What follows belongs to an exercise in optimizing a design on an open flow for small area; a production flow would make more cautious choices.
Function was checked by simulation only, so behaviour that the tests miss may differ from the original.
Power figures rest on the tool's default switching activity, not on a simulated workload.

### design/flow/constraint.sdc
create_clock -name core_clock -period 10.0 [get_ports {clk}]
set_input_delay 2.0000 -clock core_clock [delete_from_list [all_inputs] [get_ports {clk}]]
set_output_delay 2.0000 -clock core_clock [all_outputs]
set_load 0.01 [all_outputs]
### design/flow/config.mk
export PLATFORM = sky130hd
export DESIGN_NAME = qseq
export DESIGN_NICKNAME = qseq
export VERILOG_FILES = /design/flow/design.v
export SDC_FILE = /design/flow/constraint.sdc
export NUM_CORES = 4
export LEC_CHECK = 0
export CAP_MARGIN = 20
export CORE_MARGIN = 2
export CORE_UTILIZATION = 40
export PLACE_DENSITY = 0.6
export SLEW_MARGIN = 20
### design/flow/design.v
module qseq #(
    parameter [31:0] PAGE_SIZE             = 32'd256,
    parameter [31:0] SUBSECTOR_SIZE        = 32'd4096,
    parameter [31:0] ABI_ADDR_MASK         = 32'h0FFF_FFFF,
    parameter [7:0]  OP_READ_STATUS        = 8'h05,
    parameter [7:0]  OP_WRITE_ENABLE       = 8'h06,
    parameter [7:0]  OP_RESET_ENABLE       = 8'h66,
    parameter [7:0]  OP_RESET_MEMORY       = 8'h99,
    parameter [7:0]  OP_QUAD_READ          = 8'hEB,
    parameter [7:0]  OP_QUAD_PROGRAM       = 8'h32,
    parameter [7:0]  OP_ERASE_4K           = 8'h20,
    parameter [7:0]  OP_ERASE_32K          = 8'h52,
    parameter [7:0]  OP_ERASE_64K          = 8'hD8,
    parameter [7:0]  OP_BULK_ERASE         = 8'hC7,
    parameter [4:0]  DUMMY_QUAD_READ       = 5'd6,
    parameter [2:0]  PROG_ADDR_LINES       = 3'd1,
    parameter [31:0] MAX_WAIT_SUBSECTOR_MS = 32'd800,
    parameter [31:0] MAX_WAIT_SECTOR_MS    = 32'd3000,
    parameter [31:0] MAX_WAIT_BULK_MS      = 32'd250000,
    parameter [31:0] BUS_WAIT_TICKS        = 32'd1000,
    parameter [31:0] WEL_RETRY             = 32'd100000,
    parameter [31:0] RESET_WAIT_TICKS      = 32'd1000,
    parameter [31:0] PROGRAM_WAIT_TICKS    = 32'd1000,
    parameter [31:0] TICKS_PER_MS          = 32'd100,
    parameter integer SR_BUSY_BIT          = 0,
    parameter integer SR_WEL_BIT           = 1
) (
    input  wire        clk,
    input  wire        rst,
    input  wire        cmd_valid,
    input  wire [7:0]  cmd_op,
    input  wire [31:0] cmd_addr,
    input  wire [31:0] cmd_len,
    input  wire [31:0] cmd_arg,
    output reg         rdy,
    output reg         done,
    output reg  [7:0]  res_code,
    output reg  [2:0]  res_cause,
    output reg  [63:0] res_value,
    output reg  [3:0]  bri_op,
    output reg         bri_clear_all,
    output reg  [7:0]  txn_opcode,
    output reg  [23:0] txn_addr,
    output reg  [2:0]  txn_addr_lines,
    output reg  [5:0]  txn_addr_bits,
    output reg  [2:0]  txn_data_lines,
    output reg  [4:0]  txn_dummy,
    output reg  [1:0]  txn_dir,
    output reg  [31:0] txn_len,
    output reg  [7:0]  bri_wdata,
    input  wire [2:0]  bri_flags,       
    input  wire [7:0]  bri_rdata,
    output reg         hbuf_we,
    output reg         hbuf_re,
    output reg  [31:0] hbuf_addr,
    output reg  [7:0]  hbuf_wdata,
    input  wire [7:0]  hbuf_rdata
);
    localparam [3:0] BRI_NOP       = 4'd0;
    localparam [3:0] BRI_CONFIGURE = 4'd1;
    localparam [3:0] BRI_TRIGGER   = 4'd2;
    localparam [3:0] BRI_FLAGS     = 4'd3;
    localparam [3:0] BRI_CLEAR     = 4'd4;
    localparam [3:0] BRI_READ      = 4'd5;
    localparam [3:0] BRI_WRITE     = 4'd6;
    localparam [3:0] BRI_INIT      = 4'd7;
    localparam [3:0] BRI_ENABLE    = 4'd8;
    localparam [3:0] BRI_DISABLE   = 4'd9;
    localparam [2:0] F_BUSY = 3'b001;
    localparam [2:0] F_TC   = 3'b010;
    localparam [2:0] F_FT   = 3'b100;
    localparam [7:0] HC_READ_STATUS    = 8'h01;
    localparam [7:0] HC_WAIT_NOT_BUSY  = 8'h02;
    localparam [7:0] HC_SEND_COMMAND   = 8'h03;
    localparam [7:0] HC_WRITE_ENABLE   = 8'h04;
    localparam [7:0] HC_RESET_MEMORY   = 8'h05;
    localparam [7:0] HC_READ           = 8'h06;
    localparam [7:0] HC_WRITE          = 8'h07;
    localparam [7:0] HC_ERASE          = 8'h08;
    localparam [7:0] HC_CHIP_ERASE     = 8'h09;
    localparam [7:0] HC_INIT_BUS       = 8'h0A;
    localparam [7:0] HC_DEINIT_BUS     = 8'h0B;
    localparam [7:0] HC_ABI_INITIALIZE = 8'h10;
    localparam [7:0] HC_ABI_PROGRAM    = 8'h11;
    localparam [7:0] HC_ABI_ERASE      = 8'h12;
    localparam [7:0] HC_ABI_VERIFY     = 8'h13;
    localparam [2:0] C_BUSTMO  = 3'd1;
    localparam [2:0] C_DEVTMO  = 3'd2;
    localparam [2:0] C_WEL     = 3'd3;
    localparam [2:0] C_NOTINIT = 3'd4;
    localparam [2:0] C_ILLEGAL = 3'd5;
    localparam [1:0] DIR_NONE  = 2'd0;
    localparam [1:0] DIR_READ  = 2'd1;
    localparam [1:0] DIR_WRITE = 2'd2;
    localparam [5:0] S_IDLE     = 6'd0;
    localparam [5:0] S_DISPATCH = 6'd1;
    localparam [5:0] S_DONE     = 6'd2;
    localparam [5:0] S_FAIL     = 6'd3;
    localparam [5:0] S_WF_S     = 6'd4;
    localparam [5:0] S_WF_T     = 6'd5;
    localparam [5:0] S_RS_CFG   = 6'd6;
    localparam [5:0] S_RS_TRIG  = 6'd7;
    localparam [5:0] S_RS_CLR   = 6'd8;
    localparam [5:0] S_RS_RD    = 6'd9;
    localparam [5:0] S_SC_CFG   = 6'd10;
    localparam [5:0] S_SC_TRIG  = 6'd11;
    localparam [5:0] S_SC_CLR   = 6'd12;
    localparam [5:0] S_WNB_CHK  = 6'd13;
    localparam [5:0] S_WE_B     = 6'd14;
    localparam [5:0] S_WE_CHK   = 6'd15;
    localparam [5:0] S_RM_B     = 6'd16;
    localparam [5:0] S_RM_C     = 6'd17;
    localparam [5:0] S_INIT_I   = 6'd18;
    localparam [5:0] S_INIT_E   = 6'd19;
    localparam [5:0] S_DEINIT   = 6'd20;
    localparam [5:0] S_RD_CFG   = 6'd21;
    localparam [5:0] S_RD_TRIG  = 6'd22;
    localparam [5:0] S_RD_BYTE  = 6'd23;
    localparam [5:0] S_RD_CLR   = 6'd24;
    localparam [5:0] S_WR_ISS   = 6'd25;
    localparam [5:0] S_WR_CFG   = 6'd26;
    localparam [5:0] S_WR_TRIG  = 6'd27;
    localparam [5:0] S_WR_BYTE  = 6'd28;
    localparam [5:0] S_WR_CLR   = 6'd29;
    localparam [5:0] S_WR_NEXT  = 6'd30;
    localparam [5:0] S_ER_B     = 6'd31;
    localparam [5:0] S_ER_C     = 6'd32;
    localparam [5:0] S_ER_D     = 6'd33;
    localparam [5:0] S_ER_E     = 6'd34;
    localparam [5:0] S_ER_NEXT  = 6'd35;
    localparam [5:0] S_CE_B     = 6'd36;
    localparam [5:0] S_CE_C     = 6'd37;
    reg [5:0]  state_q;
    reg        inited_q;
    reg [7:0]  cmd_op_q;
    reg [31:0] cmd_addr_q;
    reg [31:0] cmd_len_q;
    reg [31:0] cmd_arg_q;
    reg [31:0] cur_addr_q, cur_size_q, end_addr_q, buf_off_q, idx_q;
    reg [31:0] tmo_bus_q, tmo_dev_q;
    reg [31:0] er_addr_q, er_end_q;
    reg [7:0]  sr_snap_q;
    reg [2:0]  wf_mask_q;
    reg        wf_exp_q;
    reg [5:0]  wf_ret_q, rs_ret_q, sc_ret_q, wnb_ret_q, we_ret_q;
    reg [7:0]  sc_op_q;
    reg        sc_hasaddr_q;
    reg [23:0] sc_addr_q;
    reg [7:0]  stage_q, fcode_q;
    reg [2:0]  fcause_q;
    reg [5:0]  state_n;
    reg        inited_n;
    reg        rdy_n, done_n;
    reg [7:0]  res_code_n;
    reg [2:0]  res_cause_n;
    reg [63:0] res_value_n;
    reg [7:0]  cmd_op_n;
    reg [31:0] cmd_addr_n, cmd_len_n, cmd_arg_n;
    reg [31:0] cur_addr_n, cur_size_n, end_addr_n, buf_off_n, idx_n;
    reg [31:0] tmo_bus_n, tmo_dev_n;
    reg [31:0] er_addr_n, er_end_n;
    reg [7:0]  sr_snap_n;
    reg [2:0]  wf_mask_n;
    reg        wf_exp_n;
    reg [5:0]  wf_ret_n, rs_ret_n, sc_ret_n, wnb_ret_n, we_ret_n;
    reg [7:0]  sc_op_n;
    reg        sc_hasaddr_n;
    reg [23:0] sc_addr_n;
    reg [7:0]  stage_n, fcode_n;
    reg [2:0]  fcause_n;
    wire is_abi = (cmd_op_q == HC_ABI_INITIALIZE) || (cmd_op_q == HC_ABI_PROGRAM) ||
                  (cmd_op_q == HC_ABI_ERASE);
    wire legal_op = (cmd_op_q >= 8'h01 && cmd_op_q <= 8'h0B) ||
                    (cmd_op_q >= 8'h10 && cmd_op_q <= 8'h13);
    wire needs_init = !((cmd_op_q == HC_INIT_BUS) || (cmd_op_q == HC_DEINIT_BUS) ||
                        (cmd_op_q == HC_ABI_INITIALIZE) || (cmd_op_q == HC_ABI_VERIFY));
    wire [2:0] wf_hit  = bri_flags & wf_mask_q;
    wire       wf_cond = wf_exp_q ? (wf_hit != 3'b000) : (wf_hit == 3'b000);
    wire [31:0] wr_addr   = (cmd_op_q == HC_ABI_PROGRAM) ? (cmd_addr_q & ABI_ADDR_MASK) : cmd_addr_q;
    wire [31:0] wr_first  = PAGE_SIZE - (wr_addr & (PAGE_SIZE - 32'd1));    
    wire [31:0] wr_size0  = (wr_first < cmd_len_q) ? wr_first : cmd_len_q;
    wire [31:0] wr_cur_nx = cur_addr_q + cur_size_q;
    wire [31:0] wr_rem_nx = end_addr_q - wr_cur_nx;
    wire [31:0] wr_size_nx = (PAGE_SIZE < wr_rem_nx) ? PAGE_SIZE : wr_rem_nx;
    wire [1:0]  er_variant = (cmd_op_q == HC_ERASE) ? cmd_arg_q[1:0] : 2'd0;
    wire [23:0] er_target  = (cmd_op_q == HC_ERASE) ? cmd_addr_q[23:0] : er_addr_q[23:0];
    reg  [7:0]  er_opcode;
    reg  [31:0] er_budget;
    always @* begin
        case (er_variant)
            2'd0:    begin er_opcode = OP_ERASE_4K;  er_budget = MAX_WAIT_SUBSECTOR_MS * TICKS_PER_MS; end
            2'd1:    begin er_opcode = OP_ERASE_32K; er_budget = MAX_WAIT_SECTOR_MS * TICKS_PER_MS;    end
            default: begin er_opcode = OP_ERASE_64K; er_budget = MAX_WAIT_SECTOR_MS * TICKS_PER_MS;    end
        endcase
    end
    wire [31:0] abi_er_start = (cmd_addr_q & ABI_ADDR_MASK) & ~(SUBSECTOR_SIZE - 32'd1);
    wire [31:0] abi_er_end   = cmd_arg_q & ABI_ADDR_MASK;
    wire [31:0] er_addr_inc  = er_addr_q + SUBSECTOR_SIZE;
    always @* begin
        state_n      = state_q;
        inited_n     = inited_q;
        rdy_n        = rdy;
        done_n       = done;
        res_code_n   = res_code;
        res_cause_n  = res_cause;
        res_value_n  = res_value;
        cmd_op_n     = cmd_op_q;
        cmd_addr_n   = cmd_addr_q;
        cmd_len_n    = cmd_len_q;
        cmd_arg_n    = cmd_arg_q;
        cur_addr_n   = cur_addr_q;
        cur_size_n   = cur_size_q;
        end_addr_n   = end_addr_q;
        buf_off_n    = buf_off_q;
        idx_n        = idx_q;
        tmo_bus_n    = tmo_bus_q;
        tmo_dev_n    = tmo_dev_q;
        er_addr_n    = er_addr_q;
        er_end_n     = er_end_q;
        sr_snap_n    = sr_snap_q;
        wf_mask_n    = wf_mask_q;
        wf_exp_n     = wf_exp_q;
        wf_ret_n     = wf_ret_q;
        rs_ret_n     = rs_ret_q;
        sc_ret_n     = sc_ret_q;
        wnb_ret_n    = wnb_ret_q;
        we_ret_n     = we_ret_q;
        sc_op_n      = sc_op_q;
        sc_hasaddr_n = sc_hasaddr_q;
        sc_addr_n    = sc_addr_q;
        stage_n      = stage_q;
        fcode_n      = fcode_q;
        fcause_n     = fcause_q;
        bri_op         = BRI_NOP;
        bri_clear_all  = 1'b0;
        txn_opcode     = 8'd0;
        txn_addr       = 24'd0;
        txn_addr_lines = 3'd0;
        txn_addr_bits  = 6'd0;
        txn_data_lines = 3'd0;
        txn_dummy      = 5'd0;
        txn_dir        = DIR_NONE;
        txn_len        = 32'd0;
        bri_wdata      = 8'd0;
        hbuf_we        = 1'b0;
        hbuf_re        = 1'b0;
        hbuf_addr      = idx_q;
        hbuf_wdata     = 8'd0;
        case (state_q)
            S_IDLE: begin
                if (cmd_valid) begin
                    cmd_op_n   = cmd_op;
                    cmd_addr_n = cmd_addr;
                    cmd_len_n  = cmd_len;
                    cmd_arg_n  = cmd_arg;
                    rdy_n      = 1'b0;
                    done_n     = 1'b0;
                    state_n    = S_DISPATCH;
                end
            end
            S_DISPATCH: begin
                stage_n = 8'd1;
                if (!legal_op) begin
                    res_code_n  = 8'hFF;
                    res_cause_n = C_ILLEGAL;
                    res_value_n = 64'd0;
                    done_n      = 1'b1;
                    rdy_n       = 1'b1;
                    state_n     = S_IDLE;
                end else if (needs_init && !inited_q) begin
                    res_code_n  = 8'hFE;
                    res_cause_n = C_NOTINIT;
                    res_value_n = 64'd0;
                    done_n      = 1'b1;
                    rdy_n       = 1'b1;
                    state_n     = S_IDLE;
                end else begin
                    case (cmd_op_q)
                        HC_READ_STATUS:   begin rs_ret_n = S_DONE; begin tmo_bus_n = BUS_WAIT_TICKS; wf_mask_n = F_BUSY; wf_exp_n = 1'b0; wf_ret_n = S_RS_CFG; state_n = S_WF_S; end end
                        HC_WAIT_NOT_BUSY: begin wnb_ret_n = S_DONE; tmo_dev_n = cmd_arg_q; if ((cmd_arg_q) == 32'd0) begin fcause_n = C_DEVTMO; fcode_n = (cmd_op_q == HC_WAIT_NOT_BUSY) ? 8'd2 : stage_n; state_n = S_FAIL; end else begin rs_ret_n = S_WNB_CHK; begin tmo_bus_n = BUS_WAIT_TICKS; wf_mask_n = F_BUSY; wf_exp_n = 1'b0; wf_ret_n = S_RS_CFG; state_n = S_WF_S; end end end
                        HC_SEND_COMMAND:  begin sc_op_n = cmd_arg_q[7:0]; sc_hasaddr_n = cmd_arg_q[8]; sc_addr_n = cmd_addr_q[23:0]; sc_ret_n = S_DONE; begin tmo_bus_n = BUS_WAIT_TICKS; wf_mask_n = F_BUSY; wf_exp_n = 1'b0; wf_ret_n = S_SC_CFG; state_n = S_WF_S; end end
                        HC_WRITE_ENABLE:  begin we_ret_n = S_DONE; begin sc_op_n = OP_WRITE_ENABLE; sc_hasaddr_n = 1'b0; sc_addr_n = 24'd0; sc_ret_n = S_WE_B; begin tmo_bus_n = BUS_WAIT_TICKS; wf_mask_n = F_BUSY; wf_exp_n = 1'b0; wf_ret_n = S_SC_CFG; state_n = S_WF_S; end end end
                        HC_RESET_MEMORY:  begin sc_op_n = OP_RESET_ENABLE; sc_hasaddr_n = 1'b0; sc_addr_n = 24'd0; sc_ret_n = S_RM_B; begin tmo_bus_n = BUS_WAIT_TICKS; wf_mask_n = F_BUSY; wf_exp_n = 1'b0; wf_ret_n = S_SC_CFG; state_n = S_WF_S; end end
                        HC_READ: begin
                            if (cmd_len_q == 32'd0) state_n = S_DONE;
                            else begin tmo_bus_n = BUS_WAIT_TICKS; wf_mask_n = F_BUSY; wf_exp_n = 1'b0; wf_ret_n = S_RD_CFG; state_n = S_WF_S; end
                        end
                        HC_WRITE, HC_ABI_PROGRAM: begin
                            if (cmd_len_q == 32'd0) begin
                                state_n = S_DONE;
                            end else begin
                                end_addr_n = wr_addr + cmd_len_q;
                                cur_addr_n = wr_addr;
                                buf_off_n  = 32'd0;
                                cur_size_n = wr_size0;
                                begin we_ret_n = S_WR_ISS; begin sc_op_n = OP_WRITE_ENABLE; sc_hasaddr_n = 1'b0; sc_addr_n = 24'd0; sc_ret_n = S_WE_B; begin tmo_bus_n = BUS_WAIT_TICKS; wf_mask_n = F_BUSY; wf_exp_n = 1'b0; wf_ret_n = S_SC_CFG; state_n = S_WF_S; end end end
                            end
                        end
                        HC_ERASE: begin
                            if (cmd_arg_q[1:0] == 2'd3) begin we_ret_n = S_CE_B; begin sc_op_n = OP_WRITE_ENABLE; sc_hasaddr_n = 1'b0; sc_addr_n = 24'd0; sc_ret_n = S_WE_B; begin tmo_bus_n = BUS_WAIT_TICKS; wf_mask_n = F_BUSY; wf_exp_n = 1'b0; wf_ret_n = S_SC_CFG; state_n = S_WF_S; end end end
                            else begin we_ret_n = S_ER_B; begin sc_op_n = OP_WRITE_ENABLE; sc_hasaddr_n = 1'b0; sc_addr_n = 24'd0; sc_ret_n = S_WE_B; begin tmo_bus_n = BUS_WAIT_TICKS; wf_mask_n = F_BUSY; wf_exp_n = 1'b0; wf_ret_n = S_SC_CFG; state_n = S_WF_S; end end end
                        end
                        HC_CHIP_ERASE: begin we_ret_n = S_CE_B; begin sc_op_n = OP_WRITE_ENABLE; sc_hasaddr_n = 1'b0; sc_addr_n = 24'd0; sc_ret_n = S_WE_B; begin tmo_bus_n = BUS_WAIT_TICKS; wf_mask_n = F_BUSY; wf_exp_n = 1'b0; wf_ret_n = S_SC_CFG; state_n = S_WF_S; end end end
                        HC_INIT_BUS, HC_ABI_INITIALIZE: begin
                            inited_n = 1'b0;
                            state_n  = S_INIT_I;
                        end
                        HC_DEINIT_BUS: state_n = S_DEINIT;
                        HC_ABI_ERASE: begin
                            er_end_n  = abi_er_end;
                            er_addr_n = abi_er_start;
                            if (abi_er_start > abi_er_end) state_n = S_DONE;
                            else begin we_ret_n = S_ER_B; begin sc_op_n = OP_WRITE_ENABLE; sc_hasaddr_n = 1'b0; sc_addr_n = 24'd0; sc_ret_n = S_WE_B; begin tmo_bus_n = BUS_WAIT_TICKS; wf_mask_n = F_BUSY; wf_exp_n = 1'b0; wf_ret_n = S_SC_CFG; state_n = S_WF_S; end end end
                        end
                        default: state_n = S_DONE;    
                    endcase
                end
            end
            S_DONE: begin
                res_code_n  = 8'd0;
                res_cause_n = 3'd0;
                if (cmd_op_q == HC_READ_STATUS || cmd_op_q == HC_WAIT_NOT_BUSY)
                    res_value_n = {56'd0, sr_snap_q};
                else if (is_abi)
                    res_value_n = 64'd1;
                else
                    res_value_n = 64'd0;
                if (cmd_op_q == HC_INIT_BUS || cmd_op_q == HC_ABI_INITIALIZE)
                    inited_n = 1'b1;
                done_n  = 1'b1;
                rdy_n   = 1'b1;
                state_n = S_IDLE;
            end
            S_FAIL: begin
                bri_op        = BRI_CLEAR;
                bri_clear_all = 1'b1;
                res_code_n    = is_abi ? 8'd1 : fcode_q;
                res_cause_n   = fcause_q;
                res_value_n   = 64'd0;
                done_n        = 1'b1;
                rdy_n         = 1'b1;
                state_n       = S_IDLE;
            end
            S_WF_S: begin
                bri_op = BRI_FLAGS;
                if (wf_cond) state_n = wf_ret_q;
                else         state_n = S_WF_T;
            end
            S_WF_T: begin
                tmo_bus_n = tmo_bus_q - 32'd1;
                if (tmo_bus_q - 32'd1 == 32'd0) begin fcause_n = C_BUSTMO; fcode_n = stage_q; state_n = S_FAIL; end
                else state_n = S_WF_S;
            end
            S_RS_CFG: begin
                bri_op         = BRI_CONFIGURE;
                txn_opcode     = OP_READ_STATUS;
                txn_data_lines = 3'd1;
                txn_dir        = DIR_READ;
                txn_len        = 32'd1;
                state_n        = S_RS_TRIG;
            end
            S_RS_TRIG: begin
                bri_op = BRI_TRIGGER;
                begin tmo_bus_n = BUS_WAIT_TICKS; wf_mask_n = F_TC; wf_exp_n = 1'b1; wf_ret_n = S_RS_CLR; state_n = S_WF_S; end
            end
            S_RS_CLR: begin
                bri_op  = BRI_CLEAR;
                state_n = S_RS_RD;
            end
            S_RS_RD: begin
                bri_op    = BRI_READ;
                sr_snap_n = bri_rdata;
                state_n   = rs_ret_q;
            end
            S_SC_CFG: begin
                bri_op     = BRI_CONFIGURE;
                txn_opcode = sc_op_q;
                if (sc_hasaddr_q) begin
                    txn_addr       = sc_addr_q;
                    txn_addr_lines = 3'd1;
                    txn_addr_bits  = 6'd24;
                end
                state_n = S_SC_TRIG;
            end
            S_SC_TRIG: begin
                bri_op = BRI_TRIGGER;
                begin tmo_bus_n = BUS_WAIT_TICKS; wf_mask_n = F_TC; wf_exp_n = 1'b1; wf_ret_n = S_SC_CLR; state_n = S_WF_S; end
            end
            S_SC_CLR: begin
                bri_op  = BRI_CLEAR;
                state_n = sc_ret_q;
            end
            S_WNB_CHK: begin
                if (!sr_snap_q[SR_BUSY_BIT]) begin
                    state_n = wnb_ret_q;
                end else begin
                    tmo_dev_n = tmo_dev_q - 32'd1;
                    if (tmo_dev_q - 32'd1 == 32'd0)
                        begin fcause_n = C_DEVTMO; fcode_n = (cmd_op_q == HC_WAIT_NOT_BUSY) ? 8'd2 : stage_q; state_n = S_FAIL; end
                    else
                        begin rs_ret_n = S_WNB_CHK; begin tmo_bus_n = BUS_WAIT_TICKS; wf_mask_n = F_BUSY; wf_exp_n = 1'b0; wf_ret_n = S_RS_CFG; state_n = S_WF_S; end end
                end
            end
            S_WE_B: begin
                tmo_dev_n = WEL_RETRY;
                if (cmd_op_q == HC_WRITE_ENABLE) stage_n = 8'd2;
                if (WEL_RETRY == 32'd0)
                    begin fcause_n = C_WEL; fcode_n = (cmd_op_q == HC_WRITE_ENABLE) ? 8'd3 : stage_n; state_n = S_FAIL; end
                else
                    begin rs_ret_n = S_WE_CHK; begin tmo_bus_n = BUS_WAIT_TICKS; wf_mask_n = F_BUSY; wf_exp_n = 1'b0; wf_ret_n = S_RS_CFG; state_n = S_WF_S; end end
            end
            S_WE_CHK: begin
                if (sr_snap_q[SR_WEL_BIT]) begin
                    state_n = we_ret_q;
                end else begin
                    tmo_dev_n = tmo_dev_q - 32'd1;
                    if (tmo_dev_q - 32'd1 == 32'd0)
                        begin fcause_n = C_WEL; fcode_n = (cmd_op_q == HC_WRITE_ENABLE) ? 8'd3 : stage_q; state_n = S_FAIL; end
                    else
                        begin rs_ret_n = S_WE_CHK; begin tmo_bus_n = BUS_WAIT_TICKS; wf_mask_n = F_BUSY; wf_exp_n = 1'b0; wf_ret_n = S_RS_CFG; state_n = S_WF_S; end end
                end
            end
            S_RM_B: begin
                stage_n = 8'd2;
                begin sc_op_n = OP_RESET_MEMORY; sc_hasaddr_n = 1'b0; sc_addr_n = 24'd0; sc_ret_n = S_RM_C; begin tmo_bus_n = BUS_WAIT_TICKS; wf_mask_n = F_BUSY; wf_exp_n = 1'b0; wf_ret_n = S_SC_CFG; state_n = S_WF_S; end end
            end
            S_RM_C: begin
                stage_n = 8'd3;
                begin wnb_ret_n = S_DONE; tmo_dev_n = RESET_WAIT_TICKS; if ((RESET_WAIT_TICKS) == 32'd0) begin fcause_n = C_DEVTMO; fcode_n = (cmd_op_q == HC_WAIT_NOT_BUSY) ? 8'd2 : stage_n; state_n = S_FAIL; end else begin rs_ret_n = S_WNB_CHK; begin tmo_bus_n = BUS_WAIT_TICKS; wf_mask_n = F_BUSY; wf_exp_n = 1'b0; wf_ret_n = S_RS_CFG; state_n = S_WF_S; end end end
            end
            S_INIT_I: begin
                bri_op  = BRI_INIT;
                state_n = S_INIT_E;
            end
            S_INIT_E: begin
                bri_op  = BRI_ENABLE;
                stage_n = 8'd1;
                begin sc_op_n = OP_RESET_ENABLE; sc_hasaddr_n = 1'b0; sc_addr_n = 24'd0; sc_ret_n = S_RM_B; begin tmo_bus_n = BUS_WAIT_TICKS; wf_mask_n = F_BUSY; wf_exp_n = 1'b0; wf_ret_n = S_SC_CFG; state_n = S_WF_S; end end
            end
            S_DEINIT: begin
                bri_op   = BRI_DISABLE;
                inited_n = 1'b0;
                state_n  = S_DONE;
            end
            S_RD_CFG: begin
                bri_op         = BRI_CONFIGURE;
                txn_opcode     = OP_QUAD_READ;
                txn_addr       = cmd_addr_q[23:0];
                txn_addr_lines = 3'd4;
                txn_addr_bits  = 6'd24;
                txn_dummy      = DUMMY_QUAD_READ;
                txn_data_lines = 3'd4;
                txn_dir        = DIR_READ;
                txn_len        = cmd_len_q;
                state_n        = S_RD_TRIG;
            end
            S_RD_TRIG: begin
                bri_op  = BRI_TRIGGER;
                idx_n   = 32'd0;
                stage_n = 8'd2;
                begin tmo_bus_n = BUS_WAIT_TICKS; wf_mask_n = F_FT | F_TC; wf_exp_n = 1'b1; wf_ret_n = S_RD_BYTE; state_n = S_WF_S; end
            end
            S_RD_BYTE: begin
                bri_op     = BRI_READ;
                hbuf_we    = 1'b1;
                hbuf_addr  = idx_q;
                hbuf_wdata = bri_rdata;
                idx_n      = idx_q + 32'd1;
                if (idx_q + 32'd1 == cmd_len_q) begin
                    stage_n = 8'd3;
                    begin tmo_bus_n = BUS_WAIT_TICKS; wf_mask_n = F_TC; wf_exp_n = 1'b1; wf_ret_n = S_RD_CLR; state_n = S_WF_S; end
                end else begin
                    begin tmo_bus_n = BUS_WAIT_TICKS; wf_mask_n = F_FT | F_TC; wf_exp_n = 1'b1; wf_ret_n = S_RD_BYTE; state_n = S_WF_S; end
                end
            end
            S_RD_CLR: begin
                bri_op  = BRI_CLEAR;
                state_n = S_DONE;
            end
            S_WR_ISS: begin
                stage_n = 8'd2;
                begin tmo_bus_n = BUS_WAIT_TICKS; wf_mask_n = F_BUSY; wf_exp_n = 1'b0; wf_ret_n = S_WR_CFG; state_n = S_WF_S; end
            end
            S_WR_CFG: begin
                bri_op         = BRI_CONFIGURE;
                txn_opcode     = OP_QUAD_PROGRAM;
                txn_addr       = cur_addr_q[23:0];
                txn_addr_lines = PROG_ADDR_LINES;
                txn_addr_bits  = 6'd24;
                txn_data_lines = 3'd4;
                txn_dir        = DIR_WRITE;
                txn_len        = cur_size_q;
                state_n        = S_WR_TRIG;
            end
            S_WR_TRIG: begin
                bri_op  = BRI_TRIGGER;
                idx_n   = 32'd0;
                stage_n = 8'd3;
                begin tmo_bus_n = BUS_WAIT_TICKS; wf_mask_n = F_FT; wf_exp_n = 1'b1; wf_ret_n = S_WR_BYTE; state_n = S_WF_S; end
            end
            S_WR_BYTE: begin
                bri_op    = BRI_WRITE;
                hbuf_re   = 1'b1;
                hbuf_addr = buf_off_q + idx_q;
                bri_wdata = hbuf_rdata;
                idx_n     = idx_q + 32'd1;
                if (idx_q + 32'd1 == cur_size_q) begin
                    stage_n = 8'd4;
                    begin tmo_bus_n = BUS_WAIT_TICKS; wf_mask_n = F_TC; wf_exp_n = 1'b1; wf_ret_n = S_WR_CLR; state_n = S_WF_S; end
                end else begin
                    begin tmo_bus_n = BUS_WAIT_TICKS; wf_mask_n = F_FT; wf_exp_n = 1'b1; wf_ret_n = S_WR_BYTE; state_n = S_WF_S; end
                end
            end
            S_WR_CLR: begin
                bri_op  = BRI_CLEAR;
                stage_n = 8'd5;
                begin wnb_ret_n = S_WR_NEXT; tmo_dev_n = PROGRAM_WAIT_TICKS; if ((PROGRAM_WAIT_TICKS) == 32'd0) begin fcause_n = C_DEVTMO; fcode_n = (cmd_op_q == HC_WAIT_NOT_BUSY) ? 8'd2 : stage_n; state_n = S_FAIL; end else begin rs_ret_n = S_WNB_CHK; begin tmo_bus_n = BUS_WAIT_TICKS; wf_mask_n = F_BUSY; wf_exp_n = 1'b0; wf_ret_n = S_RS_CFG; state_n = S_WF_S; end end end
            end
            S_WR_NEXT: begin
                cur_addr_n = wr_cur_nx;
                buf_off_n  = buf_off_q + cur_size_q;
                cur_size_n = wr_size_nx;
                if (wr_cur_nx < end_addr_q) begin
                    stage_n = 8'd1;
                    begin we_ret_n = S_WR_ISS; begin sc_op_n = OP_WRITE_ENABLE; sc_hasaddr_n = 1'b0; sc_addr_n = 24'd0; sc_ret_n = S_WE_B; begin tmo_bus_n = BUS_WAIT_TICKS; wf_mask_n = F_BUSY; wf_exp_n = 1'b0; wf_ret_n = S_SC_CFG; state_n = S_WF_S; end end end
                end else begin
                    state_n = S_DONE;
                end
            end
            S_ER_B: begin
                stage_n = 8'd2;
                begin sc_op_n = er_opcode; sc_hasaddr_n = 1'b1; sc_addr_n = er_target; sc_ret_n = S_ER_C; begin tmo_bus_n = BUS_WAIT_TICKS; wf_mask_n = F_BUSY; wf_exp_n = 1'b0; wf_ret_n = S_SC_CFG; state_n = S_WF_S; end end
            end
            S_ER_C: begin
                stage_n = 8'd3;
                begin wnb_ret_n = S_ER_D; tmo_dev_n = er_budget; if ((er_budget) == 32'd0) begin fcause_n = C_DEVTMO; fcode_n = (cmd_op_q == HC_WAIT_NOT_BUSY) ? 8'd2 : stage_n; state_n = S_FAIL; end else begin rs_ret_n = S_WNB_CHK; begin tmo_bus_n = BUS_WAIT_TICKS; wf_mask_n = F_BUSY; wf_exp_n = 1'b0; wf_ret_n = S_RS_CFG; state_n = S_WF_S; end end end
            end
            S_ER_D: begin
                stage_n = 8'd4;
                begin tmo_bus_n = BUS_WAIT_TICKS; wf_mask_n = F_BUSY; wf_exp_n = 1'b0; wf_ret_n = S_ER_E; state_n = S_WF_S; end
            end
            S_ER_E: begin
                bri_op        = BRI_CLEAR;
                bri_clear_all = 1'b1;
                if (cmd_op_q == HC_ABI_ERASE) state_n = S_ER_NEXT;
                else                          state_n = S_DONE;
            end
            S_ER_NEXT: begin
                er_addr_n = er_addr_inc;
                if (er_addr_inc > er_end_q) begin
                    state_n = S_DONE;
                end else begin
                    stage_n = 8'd1;
                    begin we_ret_n = S_ER_B; begin sc_op_n = OP_WRITE_ENABLE; sc_hasaddr_n = 1'b0; sc_addr_n = 24'd0; sc_ret_n = S_WE_B; begin tmo_bus_n = BUS_WAIT_TICKS; wf_mask_n = F_BUSY; wf_exp_n = 1'b0; wf_ret_n = S_SC_CFG; state_n = S_WF_S; end end end
                end
            end
            S_CE_B: begin
                stage_n = 8'd2;
                begin sc_op_n = OP_BULK_ERASE; sc_hasaddr_n = 1'b0; sc_addr_n = 24'd0; sc_ret_n = S_CE_C; begin tmo_bus_n = BUS_WAIT_TICKS; wf_mask_n = F_BUSY; wf_exp_n = 1'b0; wf_ret_n = S_SC_CFG; state_n = S_WF_S; end end
            end
            S_CE_C: begin
                stage_n = 8'd3;
                begin wnb_ret_n = S_DONE; tmo_dev_n = MAX_WAIT_BULK_MS * TICKS_PER_MS; if ((MAX_WAIT_BULK_MS * TICKS_PER_MS) == 32'd0) begin fcause_n = C_DEVTMO; fcode_n = (cmd_op_q == HC_WAIT_NOT_BUSY) ? 8'd2 : stage_n; state_n = S_FAIL; end else begin rs_ret_n = S_WNB_CHK; begin tmo_bus_n = BUS_WAIT_TICKS; wf_mask_n = F_BUSY; wf_exp_n = 1'b0; wf_ret_n = S_RS_CFG; state_n = S_WF_S; end end end
            end
            default: state_n = S_IDLE;
        endcase
    end
    always @(posedge clk) begin
        if (rst) begin
            state_q   <= S_IDLE;
            inited_q  <= 1'b0;
            rdy       <= 1'b1;
            done      <= 1'b0;
            res_code  <= 8'd0;
            res_cause <= 3'd0;
            res_value <= 64'd0;
        end else begin
            state_q   <= state_n;
            inited_q  <= inited_n;
            rdy       <= rdy_n;
            done      <= done_n;
            res_code  <= res_code_n;
            res_cause <= res_cause_n;
            res_value <= res_value_n;
        end
    end
    always @(posedge clk) begin
        cmd_op_q     <= cmd_op_n;
        cmd_addr_q   <= cmd_addr_n;
        cmd_len_q    <= cmd_len_n;
        cmd_arg_q    <= cmd_arg_n;
        cur_addr_q   <= cur_addr_n;
        cur_size_q   <= cur_size_n;
        end_addr_q   <= end_addr_n;
        buf_off_q    <= buf_off_n;
        idx_q        <= idx_n;
        tmo_bus_q    <= tmo_bus_n;
        tmo_dev_q    <= tmo_dev_n;
        er_addr_q    <= er_addr_n;
        er_end_q     <= er_end_n;
        sr_snap_q    <= sr_snap_n;
        wf_mask_q    <= wf_mask_n;
        wf_exp_q     <= wf_exp_n;
        wf_ret_q     <= wf_ret_n;
        rs_ret_q     <= rs_ret_n;
        sc_ret_q     <= sc_ret_n;
        wnb_ret_q    <= wnb_ret_n;
        we_ret_q     <= we_ret_n;
        sc_op_q      <= sc_op_n;
        sc_hasaddr_q <= sc_hasaddr_n;
        sc_addr_q    <= sc_addr_n;
        stage_q      <= stage_n;
        fcode_q      <= fcode_n;
        fcause_q     <= fcause_n;
    end
endmodule
### design/flow/run.sh
#!/bin/bash
# synth_recipe.tcl (not shown) runs the flow's synth.tcl, then flattens the netlist and writes it again
# the make line also repeats each setting of config.mk as NAME=value (left out here)
make -C /OpenROAD-flow-scripts/flow DESIGN_CONFIG=/design/flow/config.mk WORK_HOME=/design/flow/orfs CLKGATE_MAP_FILE= SYNTH_SCRIPT=/design/flow/synth_recipe.tcl finish
==> notes.md <==
==> layout make-up <==
class / instances / area (µm²)
inverter: 155 / 581.8
tap: 1060 / 1326
multi-input combinational: 2665 / 17250
timing repair buffer: 312 / 3058
clock inverter: 37 / 504.2
sequential: 473 / 13970
clock buffer: 67 / 1473
fill: 7737 / 42250
==> metrics by stage <==
stage	instance area, µm²	cells	power (µW)	util [%]	hold WS [ps]
detailed placement	36140	4663	2732	44.94	454.5
finish	38170	4769	4902	47.46	455.3
global route	38170	4769	5066	47.46	478.9
CTS	38120	4767	4941	47.40	461.7
global placement	36140	4663	2729	44.94	443.7
floorplan	32730	3487	2577	-	424.4
==> power breakdown <==
part | internal [µW] | switching [µW]
sequential | 2240 | 86.4
combinational | 168 | 207
clock | 1290 | 910
==> state kept, by name (all words and copies together) (netlist names), 6 cells and up <==
| name | flops |
|---|---|
| cur_addr_q | 32 |
| tmo_dev_q | 32 |
| end_addr_q | 32 |
| er_addr_q | 20 |
| cmd_arg_q | 32 |
| cmd_len_q | 32 |
| state_q | 6 |
| sr_snap_q | 8 |
| tmo_bus_q | 32 |
| cur_size_q | 32 |
| wf_ret_q | 6 |
| cmd_addr_q | 32 |
| sc_addr_q | 24 |
| buf_off_q | 32 |
| er_end_q | 28 |
| idx_q | 32 |
| sc_op_q | 8 |
| sc_ret_q | 6 |
| res_value | 8 |
| cmd_op_q | 8 |
==> kinds of logic (layout without fill, tap and decap cells) <==
logic type,count (synthesis),count (layout)
compound gates,865,865
xor+xnor,297,297
fa+ha+maj,206,206
buf+inv,349,571
flops,473,473
mux,13,13
other cells,1,88
simple gates,1196,1196
==> Yosys cell counts (36+ instances only) <==
cell type and count:
a21o_1 64, a21oi_1 230, a22o_1 45, and3_1 43
buf_4 73, clkbuf_1 106, edfxtp_1 450, ha_1 195
inv_1 154, nand2_1 345, nand2b_1 38, nand3_1 73
nand4_1 51, nor2_1 339, nor2b_1 36, nor3_1 84
nor4_1 59, o21ai_0 202, xnor2_1 164, xor2_1 128
==> metal layers <==
metal | global-route usage [%] | share of wire [%] | vias up | routed length (µm)
met2 | 42.81 | 47 | 1159 | 51280
met1 | 32.99 | 41 | 12926 | 45200
met3 | 4.376 | 7.3 | 249 | 7977
met4 | 11.78 | 5.0 | 12 | 5468
met5 | 0 | 0.069 | - | 76
li1 | - | - | 12950 | -
==> cell usage in the layout (no fill, tap or decap), drive strengths merged, types with 23 or more instances in the layout <==
| master | count |
|---|---|
| a211oi | 24 |
| a21o | 64 |
| a21oi | 230 |
| a222oi | 27 |
| a22o | 45 |
| and2 | 31 |
| and3 | 43 |
| buf | 37 |
| clkbuf | 67 |
| clkdlybuf4s50 | 275 |
| conb | 88 |
| dfxtp | 23 |
| edfxtp | 450 |
| ha | 195 |
| inv | 157 |
| nand2 | 345 |
| nand2b | 38 |
| nand3 | 73 |
| nand4 | 51 |
| nor2 | 339 |
| nor2b | 36 |
| nor3 | 85 |
| nor4 | 59 |
| o21a | 24 |
| o21ai | 210 |
| or3 | 28 |
| xnor2 | 167 |
| xor2 | 128 |
==> worst max-delay path, delay by kind of cell (launching register included) <==
family / cells / cell delay, ps
xor gates and xnor gates: 1 / 120
adders and majority gates: 3 / 890
AOI/OAI and AO/OA: 12 / 2460
DFF: 1 / 460
buffers and inverters: 1 / 80
and+or+nand+nor: 11 / 2990
==> worst min path at each step <==
stage | start | end
after global placement | done | done
after floorplan | cmd_arg_q[0] | er_end_q[0]
after CTS | done | done
after detailed placement | done | done
after global routing | done | done
final | done | done
==> flow_metrics.env <==
export IMPL_p_leak_uw=0.01437
export IMPL_max_slew_margin_rel_pct=25.22
export IMPL_grt_start_max_net_pins=98
export IMPL_worst_endpoint_required_ps=10310
export IMPL_hp_class="flop to flop"
export IMPL_post_cts_setup_buffers=0
export IMPL_num_antenna_cells=0
export IMPL_p_per_area_nw_per_um2=128.4
export IMPL_hold_path_cell_count=2
export IMPL_worst_slew_pin_transition_ps=1118
export IMPL_worst_r2r_cell_count=28
export IMPL_synthesis_instances=3400
export IMPL_avgSynthCellArea_um2=9.531
export IMPL_number_of_antenna_violations_at_the_first_check_in_global_routing=7
export IMPL_worst_setup_path_type="flop to flop"
export IMPL_slowest_delay_ps=630
export IMPL_timing_final_ws_setup_ps=2717
export IMPL_totalNegativeSetupSlack_ps=0
export IMPL_synth_top_family_by_area="compound AO/OA/AOI/OAI gates"
export IMPL_cts_hold_fix_buffers=0
export IMPL_detailed_place_hpwl_mm=83.95
export IMPL_io_pins=341
export IMPL_place_worst_setup_slack_ps=2806
export IMPL_maxClockFrequency_mhz=137.3
export IMPL_crit_fanout=9
export IMPL_antenna_left=0
export IMPL_slew_violations=0
export IMPL_postSynth_asyncResetShare_pct=0
export IMPL_min_period_ps=7283
export IMPL_track_usage_pct=25.82
export IMPL_die_footprint_um2=83300
export IMPL_cts_resized=0
export IMPL_detailedRoute_firstIterationViolations=2533
export IMPL_clock_root_buffer="clkbuf_16"
export IMPL_synth_seq_area_share_pct=43.12
export IMPL_ys_ff_latch=473
export IMPL_final_period_utilization_pct=72.83
export IMPL_grt_overflow_total=0
export IMPL_worst_clock_skew_ps=61.61
export IMPL_synth_area_mux_share_pct=0.4209
export IMPL_reg2reg_setup_slack_ps=2720
export IMPL_finalHoldViolCount=0
export IMPL_startpoint_type="flop"
export IMPL_postSynth_topFlopCell="edfxtp_1"
export IMPL_routed_wire_length_per_instance_um=23.07
export IMPL_r2r_start="cur_size_q[0]"
export IMPL_clk_pin_slew_worst_paths_ps=60
export IMPL_core_area_um2=80420
export IMPL_grt_first_pass_wirelength_mm=162.5
export IMPL_synth_enable_flop_cells=450
export IMPL_nets=3989
export IMPL_gp_congestion=0.9637
export IMPL_worst_ep_arrival_time_ps=7600
export IMPL_tritoncts="yes"
export IMPL_synth_fa_ha_area_share_pct=8.027
export IMPL_end_kind="flop"
export IMPL_yosysWarnings=1
export IMPL_run_status="finished clean"
export IMPL_grt_setup_unrepaired="false"
export IMPL_cts_root_to_sink_buffers=3
export IMPL_post_synth_main_area_contributors="edfxtp_1 42%, ha_1 7.5%, xnor2_1 4.4%, nand2_1 4.0%, nor2_1 3.9%"
export IMPL_worst_path_max_delay_cell="and4b_1"
export IMPL_vdd_ir_drop_worst_v=0.0001319
export IMPL_synth_compound_area_share_pct=17.77
export IMPL_first_global_vias=26052
export IMPL_start_util_pct=40.30
export IMPL_r2r_path_end="cur_size_q[8]"
export IMPL_synthesized_area_fraction_occupied_by_and_or_nand_nor_cells_pct=17.54
export IMPL_startpoint="cur_size_q[0]"
export IMPL_number_of_buffers_added_by_the_clock_tree_synthesis_step=56
export IMPL_maxCapViolations=0
export IMPL_cts_max_level=2
export IMPL_numClockSinks=473
export IMPL_drc_viols=0
export IMPL_syn_to_final_growth_pct=17.78
export IMPL_drt_wl_total_mm=110.0
export IMPL_drt_pass1_iterations=8
export IMPL_yosys_area_share_xor_xnor_pct=8.186
export IMPL_dieHeight_um=288.6
export IMPL_timing_critical_path_mode_cell="a21oi_1"
export IMPL_post_synth_num_cell_types=99
export IMPL_final_layout_size_suffix_gt1_share_pct=5.419
export IMPL_via_count=27296
export IMPL_rows=104
export IMPL_clkLatencyLatePin_ps=670
export IMPL_synth_area_leader_cell="edfxtp_1"
export IMPL_setup_violations_final=0
export IMPL_chipWidth_um=288.6
export IMPL_syn_cell_area_um2=32400
export IMPL_synthDominantCellAreaShare_pct=41.70
export IMPL_routed_via_density=5.724
export IMPL_setup_worst_path_end="cur_size_q[8]"
export IMPL_io_buf_count=275

==> afterwards: timing with drivers on the ports <==
Ports are ideal in the flow. The routed layout listed here was re-timed in OpenROAD.
Step 1: set_driving_cell puts a clkbuf_16 on clk and a buf_2 on each other input, an assumption about the parent block.
Step 2 times the ports against the registers' clock, not the clock port: input delays grow and output delays shrink by t, the midpoint of the rising clock arrivals with the driver on.
Three values: ideal ports, drivers, drivers and shift; two values: the first two.
t, ns: 0.709
slack for setup (ns): 2.717 / 2.691 / 2.717
hold WS [ns]: 0.455 / 0.455 / 0.455
worst slew at a driven data input, ns: 0.14
After both steps setup and hold are still met in this run. The setup slack of this run moves by -0.026 ns with the drivers and by 0.000 ns with both steps.
